From an optimization exercise on the open Yosys and OpenROAD flow, aimed at small area, a short achievable clock period and few clock cycles; shortcuts taken in it are not production practice. At most, simulation tests tie the RTL to the original design; equivalence was not proved. Power and IR drop assume default switching activity.

==> v25 <==
==> flow/design.v <==
module hexcrc (
    input  wire        clk,
    input  wire        rst,           
    input  wire        start,         
    input  wire [31:0] start_addr,
    input  wire [31:0] end_addr,
    output reg         busy,
    input  wire        in_valid,
    input  wire [7:0]  in_data,
    input  wire        in_end,        
    output wire        in_ready,
    output reg         done,          
    output wire [1:0]  status,        
    output wire [3:0]  err_code,      
    output wire [15:0] crc            
);
    localparam LK = 5;             
    localparam [3:0] E_TOO_SHORT  = 4'd1,
                     E_BAD_START  = 4'd2,
                     E_BAD_DIGIT  = 4'd3,
                     E_LENGTH     = 4'd4,
                     E_CHECKSUM   = 4'd5,
                     E_UNKNOWN    = 4'd6,
                     E_BAD_ELA    = 4'd7,
                     E_AFTER_EOF  = 4'd8;
    localparam [2:0] P_IDLE = 3'd0,
                     P_INIT = 3'd1,      
                     P_RUN  = 3'd2,      
                     P_GAP  = 3'd3,      
                     P_T1   = 3'd4,      
                     P_TAIL = 3'd5;      
    localparam [1:0] L_LEAD    = 2'd0,   
                     L_RECORD  = 2'd1,   
                     L_COMMENT = 2'd2,   
                     L_OTHER   = 2'd3;   
    localparam [2:0] F_CNT  = 3'd0, F_AH = 3'd1, F_AL = 3'd2, F_TYPE = 3'd3,
                     F_DATA = 3'd4, F_CK = 3'd5, F_DONE = 3'd6, F_OVER = 3'd7;
    function [15:0] crc_step;
        input [7:0]  b;
        input [15:0] s;
        integer i;
        reg [15:0] t;
        begin
            t = s ^ {b, 8'h00};
            for (i = 0; i < 8; i = i + 1)
                t = t[15] ? ({t[14:0], 1'b0} ^ 16'h1021) : {t[14:0], 1'b0};
            crc_step = t;
        end
    endfunction
    reg [2:0]  phase;
    reg        rdy;
    reg        dv;              
    reg [31:0] win_start, win_end;
    reg [15:0] acc;             
    reg [31:0] cursor;          
    reg        cursor_set;
    reg [15:0] xaddr;           
    reg [32:0] addr;            
    reg        eof_seen;
    reg        stopped;         
    reg        refused;         
    reg        failed;
    reg [3:0]  fail_code;
    reg        tail_skip;       
    reg        lt_start_q, ge_end_q, lt_cur_q, gt_cur_q;
    reg        d_end, d_ws, d_lf, d_hex, d_colon, d_hash;
    reg [3:0]  d_val;
    reg [1:0]  lkind;
    reg [3:0]  cnt11;           
    reg        ge11;            
    reg        ws_seen;         
    reg        bad_digit;
    reg        par;             
    reg [3:0]  hi_nib;
    reg [7:0]  sum;
    reg [2:0]  field;
    reg [7:0]  nb;              
    reg        n_is2;
    reg        t_data, t_eof, t_ela, t_bad;
    reg        first_db;        
    reg        stop_pend;       
    reg        refuse_pend;     
    assign in_ready = rdy;
    assign status   = {refused, failed};
    assign err_code = fail_code;
    assign crc      = acc;
    wire       consume  = dv && (phase == P_RUN);
    wire       line_end = d_end || d_lf;
    wire [7:0] cur_byte = {hi_nib, d_val};
    wire       drain    = failed || stopped || refused;
    wire       nib      = (lkind == L_RECORD) && !line_end && !d_ws;
    wire       db       = nib && (field == F_DATA) && t_data && !drain;
    wire       gap_go   = consume && db && !par && first_db && cursor_set &&
                          !lt_start_q && !ge_end_q && gt_cur_q;
    wire       emit     = db && par;
    wire [32:0] addr_inc = addr + 33'd1;
    wire [33:0] d_cur1   = {1'b0, addr} + {2'b11, ~cursor};        
    wire [31-LK:0] f_hi = cursor[31:LK];
    wire [LK-1:0]  f_lo = cursor[LK-1:0];
    wire           f_hi_nz = |f_hi;
    wire           f_lo_nz = |f_lo;
    wire           filling = (phase == P_GAP) || (phase == P_TAIL);
    wire           f_end   = !f_hi_nz && !f_lo_nz;
    wire           finish  = (phase == P_TAIL) && (tail_skip || f_end);
    wire [15:0] step1 = crc_step(filling ? 8'hFF : cur_byte, acc);
    wire [15:0] ffk;
    assign ffk[0] = acc[0] ^ acc[1] ^ acc[6] ^ acc[7] ^ acc[10] ^ acc[12] ^ acc[13] ^ acc[14];
    assign ffk[1] = acc[1] ^ acc[2] ^ acc[7] ^ acc[8] ^ acc[11] ^ acc[13] ^ acc[14] ^ acc[15];
    assign ffk[2] = ~(acc[2] ^ acc[3] ^ acc[8] ^ acc[9] ^ acc[12] ^ acc[14] ^ acc[15]);
    assign ffk[3] = acc[0] ^ acc[3] ^ acc[4] ^ acc[9] ^ acc[10] ^ acc[13] ^ acc[15];
    assign ffk[4] = ~(acc[1] ^ acc[4] ^ acc[5] ^ acc[10] ^ acc[11] ^ acc[14]);
    assign ffk[5] = ~(acc[0] ^ acc[1] ^ acc[2] ^ acc[5] ^ acc[7] ^ acc[10] ^ acc[11] ^ acc[13] ^ acc[14] ^ acc[15]);
    assign ffk[6] = acc[1] ^ acc[2] ^ acc[3] ^ acc[6] ^ acc[8] ^ acc[11] ^ acc[12] ^ acc[14] ^ acc[15];
    assign ffk[7] = ~(acc[2] ^ acc[3] ^ acc[4] ^ acc[7] ^ acc[9] ^ acc[12] ^ acc[13] ^ acc[15]);
    assign ffk[8] = acc[3] ^ acc[4] ^ acc[5] ^ acc[8] ^ acc[10] ^ acc[13] ^ acc[14];
    assign ffk[9] = acc[0] ^ acc[4] ^ acc[5] ^ acc[6] ^ acc[9] ^ acc[11] ^ acc[14] ^ acc[15];
    assign ffk[10] = ~(acc[0] ^ acc[1] ^ acc[5] ^ acc[6] ^ acc[7] ^ acc[10] ^ acc[12] ^ acc[15]);
    assign ffk[11] = acc[0] ^ acc[1] ^ acc[2] ^ acc[6] ^ acc[7] ^ acc[8] ^ acc[11] ^ acc[13];
    assign ffk[12] = acc[2] ^ acc[3] ^ acc[6] ^ acc[8] ^ acc[9] ^ acc[10] ^ acc[13];
    assign ffk[13] = acc[3] ^ acc[4] ^ acc[7] ^ acc[9] ^ acc[10] ^ acc[11] ^ acc[14];
    assign ffk[14] = acc[4] ^ acc[5] ^ acc[8] ^ acc[10] ^ acc[11] ^ acc[12] ^ acc[15];
    assign ffk[15] = ~(acc[0] ^ acc[5] ^ acc[6] ^ acc[9] ^ acc[11] ^ acc[12] ^ acc[13]);
    reg        line_err;
    reg [3:0]  line_code;
    always @* begin
        line_err  = 1'b0;
        line_code = 4'd0;
        case (lkind)
            L_OTHER: begin
                line_err  = 1'b1;
                line_code = ge11 ? E_BAD_START : E_TOO_SHORT;
            end
            L_RECORD: begin
                line_err = 1'b1;
                if (!ge11)                     line_code = E_TOO_SHORT;
                else if (bad_digit)            line_code = E_BAD_DIGIT;
                else if (field != F_DONE)      line_code = E_LENGTH;
                else if (sum != 8'h00)         line_code = E_CHECKSUM;
                else if (t_data && eof_seen)   line_code = E_AFTER_EOF;
                else if (t_ela && !n_is2)      line_code = E_BAD_ELA;
                else if (t_bad)                line_code = E_UNKNOWN;
                else                           line_err = 1'b0;
            end
            default: ;
        endcase
    end
    always @(posedge clk) begin
        if (rst) begin
            phase <= P_IDLE;
            busy  <= 1'b0;
            done  <= 1'b0;
            rdy   <= 1'b0;
            dv    <= 1'b0;
        end else begin
            done <= 1'b0;
            if (rdy)
                dv <= in_valid;
            else if (consume)
                dv <= 1'b0;
            if (rdy && in_valid && in_end)
                rdy <= 1'b0;
            case (phase)
                P_IDLE:
                    if (start) begin
                        phase <= P_INIT;
                        busy  <= 1'b1;
                        rdy   <= 1'b1;
                    end
                P_INIT:
                    phase <= P_RUN;
                P_RUN:
                    if (consume && d_end) begin
                        phase <= P_T1;
                    end else if (gap_go) begin
                        phase <= P_GAP;
                        rdy   <= 1'b0;
                    end
                P_GAP:
                    if (f_end) begin
                        phase <= P_RUN;
                        rdy   <= !(dv && d_end);
                    end
                P_T1:
                    phase <= P_TAIL;
                default:     
                    if (finish) begin
                        phase <= P_IDLE;
                        busy  <= 1'b0;
                        done  <= 1'b1;
                    end
            endcase
        end
    end
    always @(posedge clk) begin
        if (!dv || phase == P_RUN) begin
            d_end   <= in_end;
            d_lf    <= (in_data == 8'h0A);
            d_ws    <= (in_data == 8'h20) || (in_data == 8'h09) ||
                       (in_data >= 8'h0A && in_data <= 8'h0D);
            d_hex   <= (in_data >= "0" && in_data <= "9") ||
                       (in_data >= "A" && in_data <= "F") ||
                       (in_data >= "a" && in_data <= "f");
            d_val   <= in_data[6] ? (in_data[3:0] + 4'd9) : in_data[3:0];
            d_colon <= (in_data == ":");
            d_hash  <= (in_data == "#");
        end
        lt_start_q <= addr < {1'b0, win_start};
        ge_end_q   <= !(addr < {1'b0, win_end});
        lt_cur_q   <= d_cur1[33] && !(&d_cur1);
        gt_cur_q   <= !d_cur1[33];
    end
    always @(posedge clk) begin
        case (phase)
            P_IDLE: begin
                win_start <= start_addr;
                win_end   <= end_addr;
                cursor    <= start_addr;
            end
            P_INIT: begin
                acc         <= 16'hFFFF;
                cursor_set  <= 1'b0;
                xaddr       <= 16'd0;
                eof_seen    <= 1'b0;
                stopped     <= 1'b0;
                refused     <= 1'b0;
                failed      <= 1'b0;
                fail_code   <= 4'd0;
                lkind       <= L_LEAD;
                cnt11       <= 4'd0;
                ge11        <= 1'b0;
                ws_seen     <= 1'b0;
                bad_digit   <= 1'b0;
                par         <= 1'b0;
                sum         <= 8'h00;
                field       <= F_CNT;
                stop_pend   <= 1'b0;
                refuse_pend <= 1'b0;
            end
            P_RUN: if (consume) begin
                if (line_end) begin
                    if (!drain) begin
                        if (line_err) begin
                            failed    <= 1'b1;
                            fail_code <= line_code;
                        end else if (lkind == L_RECORD) begin
                            if (t_eof) eof_seen <= 1'b1;
                            if (t_data) begin
                                stopped <= stop_pend;
                                refused <= refuse_pend;
                            end
                        end
                    end
                    lkind       <= L_LEAD;
                    cnt11       <= 4'd0;
                    ge11        <= 1'b0;
                    ws_seen     <= 1'b0;
                    bad_digit   <= 1'b0;
                    par         <= 1'b0;
                    sum         <= 8'h00;
                    field       <= F_CNT;
                    stop_pend   <= 1'b0;
                    refuse_pend <= 1'b0;
                    if (d_end)
                        addr <= {1'b0, win_end};     
                end else if (d_ws) begin
                    if (lkind != L_LEAD) begin
                        ws_seen <= 1'b1;
                        if (cnt11 != 4'd15) cnt11 <= cnt11 + 4'd1;
                    end
                end else begin
                    if (lkind == L_LEAD) begin
                        lkind <= d_colon ? L_RECORD : d_hash ? L_COMMENT : L_OTHER;
                        cnt11 <= 4'd1;
                    end else begin
                        if (cnt11 != 4'd15) cnt11 <= cnt11 + 4'd1;
                        if (cnt11 >= 4'd10) ge11 <= 1'b1;
                    end
                    if (nib) begin
                        if (ws_seen || !d_hex) bad_digit <= 1'b1;
                        par <= !par;
                        if (field == F_DONE || field == F_OVER) begin
                            field <= F_OVER;
                        end else if (!par) begin
                            hi_nib <= d_val;
                        end else begin
                            sum <= sum + cur_byte;
                            case (field)
                                F_CNT: begin
                                    nb    <= cur_byte;
                                    n_is2 <= (cur_byte == 8'd2);
                                    field <= F_AH;
                                end
                                F_AH: begin
                                    addr[15:8] <= cur_byte;
                                    field      <= F_AL;
                                end
                                F_AL: begin
                                    addr  <= {1'b0, xaddr, addr[15:8], cur_byte};
                                    field <= F_TYPE;
                                end
                                F_TYPE: begin
                                    t_data   <= (cur_byte == 8'h00);
                                    t_eof    <= (cur_byte == 8'h01);
                                    t_ela    <= (cur_byte == 8'h04);
                                    t_bad    <= (cur_byte > 8'h05);
                                    first_db <= 1'b1;
                                    field    <= (nb == 8'd0) ? F_CK : F_DATA;
                                end
                                F_DATA: begin
                                    nb       <= nb - 8'd1;
                                    first_db <= 1'b0;
                                    if (nb == 8'd1) field <= F_CK;
                                    if (t_ela && !drain) begin
                                        if (nb[0]) xaddr[7:0]  <= cur_byte;
                                        else       xaddr[15:8] <= cur_byte;
                                    end
                                end
                                default: field <= F_DONE;    
                            endcase
                        end
                    end
                    if (gap_go) begin
                        cursor <= d_cur1[31:0];
                    end
                    if (emit) begin
                        if (lt_start_q) begin
                            addr <= addr_inc;
                        end else if (ge_end_q) begin
                            stop_pend <= 1'b1;
                        end else if (cursor_set && lt_cur_q) begin
                            refuse_pend <= 1'b1;
                        end else begin
                            acc        <= step1;
                            cursor     <= addr_inc[31:0];
                            cursor_set <= 1'b1;
                            addr       <= addr_inc;
                        end
                    end
                end
            end
            P_T1: begin
                tail_skip <= failed || refused || d_cur1[33];
                cursor    <= d_cur1[31:0];
            end
            default: begin       
                if (!(phase == P_TAIL && tail_skip)) begin
                    if (f_hi_nz) begin
                        acc           <= ffk;
                        cursor[31:LK] <= f_hi - 1'b1;
                    end else begin
                        acc <= step1;
                        if (f_lo_nz) cursor[LK-1:0] <= f_lo - 1'b1;
                    end
                end
            end
        endcase
    end
endmodule
==> flow/flow/run.sh <==
#!/bin/bash
# Standard layout (the standard.sh: standard synthesis, floorplan, place,
# CTS, route, finish), except that the port buffers are buf_1 cells instead of
# the delay cells buffer_ports picks by default.  Every port still gets its
# own buffer.  make's full output goes to standard.log in the work folder;
# ORFS keeps each step's log under orfs/logs/.
set -euo pipefail
export BUFFER_PORTS_ARGS="-buffer_cell sky130_fd_sc_hd__buf_1"
bash standard.sh > standard.log 2>&1
==> flow/standard.sh <==
#!/bin/bash
# synth_recipe.tcl (not shown) runs the flow's synth.tcl, then flattens the netlist and writes it again
# the make line also repeats each setting of config.mk as NAME=value (left out here)
make -C /OpenROAD-flow-scripts/flow DESIGN_CONFIG=/design/flow/config.mk WORK_HOME=/design/flow/orfs CLKGATE_MAP_FILE= SYNTH_SCRIPT=/design/flow/synth_recipe.tcl "${@:-finish}"
==> flow/config.mk <==
export PLATFORM = sky130hd
export DESIGN_NAME = hexcrc
export DESIGN_NICKNAME = hexcrc
export VERILOG_FILES = /design/flow/design.v
export SDC_FILE = /design/flow/constraint.sdc
export NUM_CORES = 4
export LEC_CHECK = 0
export CAP_MARGIN = 20
export CORE_MARGIN = 2
export CORE_UTILIZATION = 50
export PLACE_DENSITY = 0.65
export SETUP_SLACK_MARGIN = 3.5
export SLEW_MARGIN = 20
==> flow/constraint.sdc <==
create_clock -name core_clock -period 7.0 [get_ports {clk}]
set_input_delay 1.4000 -clock core_clock [delete_from_list [all_inputs] [get_ports {clk}]]
set_output_delay 1.4000 -clock core_clock [all_outputs]
set_load 0.01 [all_outputs]
==> v7: changes against v25 <==
--- a/flow/design.v
+++ b/flow/design.v
@@ -24,10 +24,4 @@
                      E_BAD_ELA    = 4'd7,
                      E_AFTER_EOF  = 4'd8;
-    localparam [2:0] P_IDLE = 3'd0,
-                     P_INIT = 3'd1,      
-                     P_RUN  = 3'd2,      
-                     P_GAP  = 3'd3,      
-                     P_T1   = 3'd4,      
-                     P_TAIL = 3'd5;      
     localparam [1:0] L_LEAD    = 2'd0,   
                      L_RECORD  = 2'd1,   
@@ -48,5 +42,10 @@
         end
     endfunction
-    reg [2:0]  phase;
+    reg        p_idle;
+    reg        p_init;          
+    reg        p_run;           
+    reg        p_gap;           
+    reg        p_t1;            
+    reg        p_tail;          
     reg        rdy;
     reg        dv;              
@@ -85,5 +84,5 @@
     assign err_code = fail_code;
     assign crc      = acc;
-    wire       consume  = dv && (phase == P_RUN);
+    wire       consume  = dv && p_run;
     wire       line_end = d_end || d_lf;
     wire [7:0] cur_byte = {hi_nib, d_val};
@@ -100,7 +99,7 @@
     wire           f_hi_nz = |f_hi;
     wire           f_lo_nz = |f_lo;
-    wire           filling = (phase == P_GAP) || (phase == P_TAIL);
+    wire           filling = p_gap || p_tail;
     wire           f_end   = !f_hi_nz && !f_lo_nz;
-    wire           finish  = (phase == P_TAIL) && (tail_skip || f_end);
+    wire           finish  = p_tail && (tail_skip || f_end);
     wire [15:0] step1 = crc_step(filling ? 8'hFF : cur_byte, acc);
     wire [15:0] ffk;
@@ -147,5 +146,10 @@
     always @(posedge clk) begin
         if (rst) begin
-            phase <= P_IDLE;
+            p_idle <= 1'b1;
+            p_init <= 1'b0;
+            p_run  <= 1'b0;
+            p_gap  <= 1'b0;
+            p_t1   <= 1'b0;
+            p_tail <= 1'b0;
             busy  <= 1'b0;
             done  <= 1'b0;
@@ -160,38 +164,41 @@
             if (rdy && in_valid && in_end)
                 rdy <= 1'b0;
-            case (phase)
-                P_IDLE:
-                    if (start) begin
-                        phase <= P_INIT;
-                        busy  <= 1'b1;
-                        rdy   <= 1'b1;
-                    end
-                P_INIT:
-                    phase <= P_RUN;
-                P_RUN:
-                    if (consume && d_end) begin
-                        phase <= P_T1;
-                    end else if (gap_go) begin
-                        phase <= P_GAP;
-                        rdy   <= 1'b0;
-                    end
-                P_GAP:
-                    if (f_end) begin
-                        phase <= P_RUN;
-                        rdy   <= !(dv && d_end);
-                    end
-                P_T1:
-                    phase <= P_TAIL;
-                default:     
-                    if (finish) begin
-                        phase <= P_IDLE;
-                        busy  <= 1'b0;
-                        done  <= 1'b1;
-                    end
-            endcase
+            if (p_idle && start) begin
+                p_idle <= 1'b0;
+                p_init <= 1'b1;
+                busy   <= 1'b1;
+                rdy    <= 1'b1;
+            end
+            if (p_init) begin
+                p_init <= 1'b0;
+                p_run  <= 1'b1;
+            end
+            if (consume && d_end) begin
+                p_run <= 1'b0;
+                p_t1  <= 1'b1;
+            end else if (gap_go) begin
+                p_run <= 1'b0;
+                p_gap <= 1'b1;
+                rdy   <= 1'b0;
+            end
+            if (p_gap && f_end) begin
+                p_gap <= 1'b0;
+                p_run <= 1'b1;
+                rdy   <= !(dv && d_end);
+            end
+            if (p_t1) begin
+                p_t1   <= 1'b0;
+                p_tail <= 1'b1;
+            end
+            if (finish) begin
+                p_tail <= 1'b0;
+                p_idle <= 1'b1;
+                busy   <= 1'b0;
+                done   <= 1'b1;
+            end
         end
     end
     always @(posedge clk) begin
-        if (!dv || phase == P_RUN) begin
+        if (!dv || p_run) begin
             d_end   <= in_end;
             d_lf    <= (in_data == 8'h0A);
@@ -211,11 +218,10 @@
     end
     always @(posedge clk) begin
-        case (phase)
-            P_IDLE: begin
-                win_start <= start_addr;
-                win_end   <= end_addr;
-                cursor    <= start_addr;
-            end
-            P_INIT: begin
+        if (p_idle) begin
+            win_start <= start_addr;
+            win_end   <= end_addr;
+            cursor    <= start_addr;
+        end
+        if (p_init) begin
                 acc         <= 16'hFFFF;
                 cursor_set  <= 1'b0;
@@ -236,6 +242,6 @@
                 stop_pend   <= 1'b0;
                 refuse_pend <= 1'b0;
-            end
-            P_RUN: if (consume) begin
+        end
+        if (consume) begin
                 if (line_end) begin
                     if (!drain) begin
@@ -339,10 +345,10 @@
                 end
             end
-            P_T1: begin
+        if (p_t1) begin
                 tail_skip <= failed || refused || d_cur1[33];
                 cursor    <= d_cur1[31:0];
-            end
-            default: begin       
-                if (!(phase == P_TAIL && tail_skip)) begin
+        end
+        if (p_gap || (p_tail && !tail_skip)) begin
+                begin
                     if (f_hi_nz) begin
                         acc           <= ffk;
@@ -353,6 +359,5 @@
                     end
                 end
-            end
-        endcase
+        end
     end
 endmodule
==> v22: changes against v25 <==
--- a/flow/design.v
+++ b/flow/design.v
@@ -193,5 +193,5 @@
     end
     always @(posedge clk) begin
-        if (!dv || phase == P_RUN) begin
+        if (rdy) begin
             d_end   <= in_end;
             d_lf    <= (in_data == 8'h0A);
==> flow/run.sh (new file) <==
#!/bin/bash
# synth_recipe.tcl (not shown) runs the flow's synth.tcl, then flattens the netlist and writes it again
# the make line also repeats each setting of config.mk as NAME=value (left out here)
make -C /OpenROAD-flow-scripts/flow DESIGN_CONFIG=/design/flow/config.mk WORK_HOME=/design/flow/orfs CLKGATE_MAP_FILE= SYNTH_SCRIPT=/design/flow/synth_recipe.tcl finish
--- a/flow/config.mk
+++ b/flow/config.mk
@@ -10,4 +10,4 @@
 export CORE_UTILIZATION = 50
 export PLACE_DENSITY = 0.65
-export SETUP_SLACK_MARGIN = 3.5
+export SETUP_SLACK_MARGIN = 4.0
 export SLEW_MARGIN = 20
removed: flow/flow/run.sh
removed: flow/standard.sh
==> summary.txt <==
	v25	v22	v7
Result of the run	complete, no violations	complete, no violations	complete, no violations
Ratio of final minimum period to clock period	49.97%	51.89%	48.36%
Core area	33530 sq um	34460 sq um	32620 sq um
Post-Synthesis Net Count	2035	2131	2087
Seq cells post-synth	233	233	236
Number of setup buffers added after CTS	9	67	1
Number of antenna diodes	2	1	0
Internal Pwr Total	3.162 mW	4.973 mW	2.704 mW
Multi-input gate area in the final layout	9518 sq um	10560 sq um	9769 sq um
Fraction of power consumed by sequential logic	38.7%	27.1%	42.6%
Final Routed Wirelength	54030 um	59020 um	50510 um
Drt wl/cell	22.29 um	22.90 um	21.05 um
Reg-to-Reg Start	d_lf	addr[10]	addr[0]
DRT met1 WL	22820 um	24690 um	22630 um
Power attributed to combinational cells	1.55 mW	4.67 mW	0.612 mW
Tapcells	448	455	442
Final hold slack	0.5509 ns	0.5272 ns	0.4606 ns
Post-cts repair resize count	19	96	2
Post-Place Cell Area	17760 sq um	18810 sq um	17210 sq um
Filler cells	3059	2889	2960
Initial core utilization	50.79%	50.75%	50.93%
Post-DP HPWL	38360 um	39910 um	36850 um
Fraction of layout cells with a size suffix above 1	9.676%	16.17%	6.129%
Commonest non-fill, non-tap cell in the layout	sky130_fd_sc_hd__edfxtp_1	sky130_fd_sc_hd__edfxtp_1	sky130_fd_sc_hd__nand2_1
Number of iterations in the first detailed-routing pass	6	6	5
Standard cell with the maximum stage delay on the critical path	sky130_fd_sc_hd__or4_2	sky130_fd_sc_hd__or4_4	sky130_fd_sc_hd__edfxtp_1
Area of the die	35560 sq um	36480 sq um	34700 sq um
Testbench counts of v7, summed over its fixed seeds: cycles 136,969.
Only the layout flow was run in v25 and v22; the RTL was not checked for function there.

## separate check: timing with driven ports
The flow's constraints put no driver on any port. The routed layouts listed below were extracted and timed again, unchanged, in two steps.
Step 1, drivers: a clkbuf_16 drives clk and a buf_2 each remaining input, both assumed.
Step 2, shift: input delay + t, output delay - t, t = (earliest + latest rising clock arrival at the registers) / 2. This alone moves slack from input paths to output paths.
Slacks: ideal / step 1 / step 2; pairs: ideal / step 1.
run | t (ns) | slack for setup (ns) | worst setup path at the end | cell pins on the clock port's net
v25 | 0.623 | 3.502 / 3.502 / 3.502 | register to register | 1
v7 | 0.601 | 3.615 / 3.615 / 3.615 | register to register | 1
v22 | 0.620 | 3.368 / 3.368 / 3.368 | register to register | 1
After both steps every run listed still meets setup and hold.
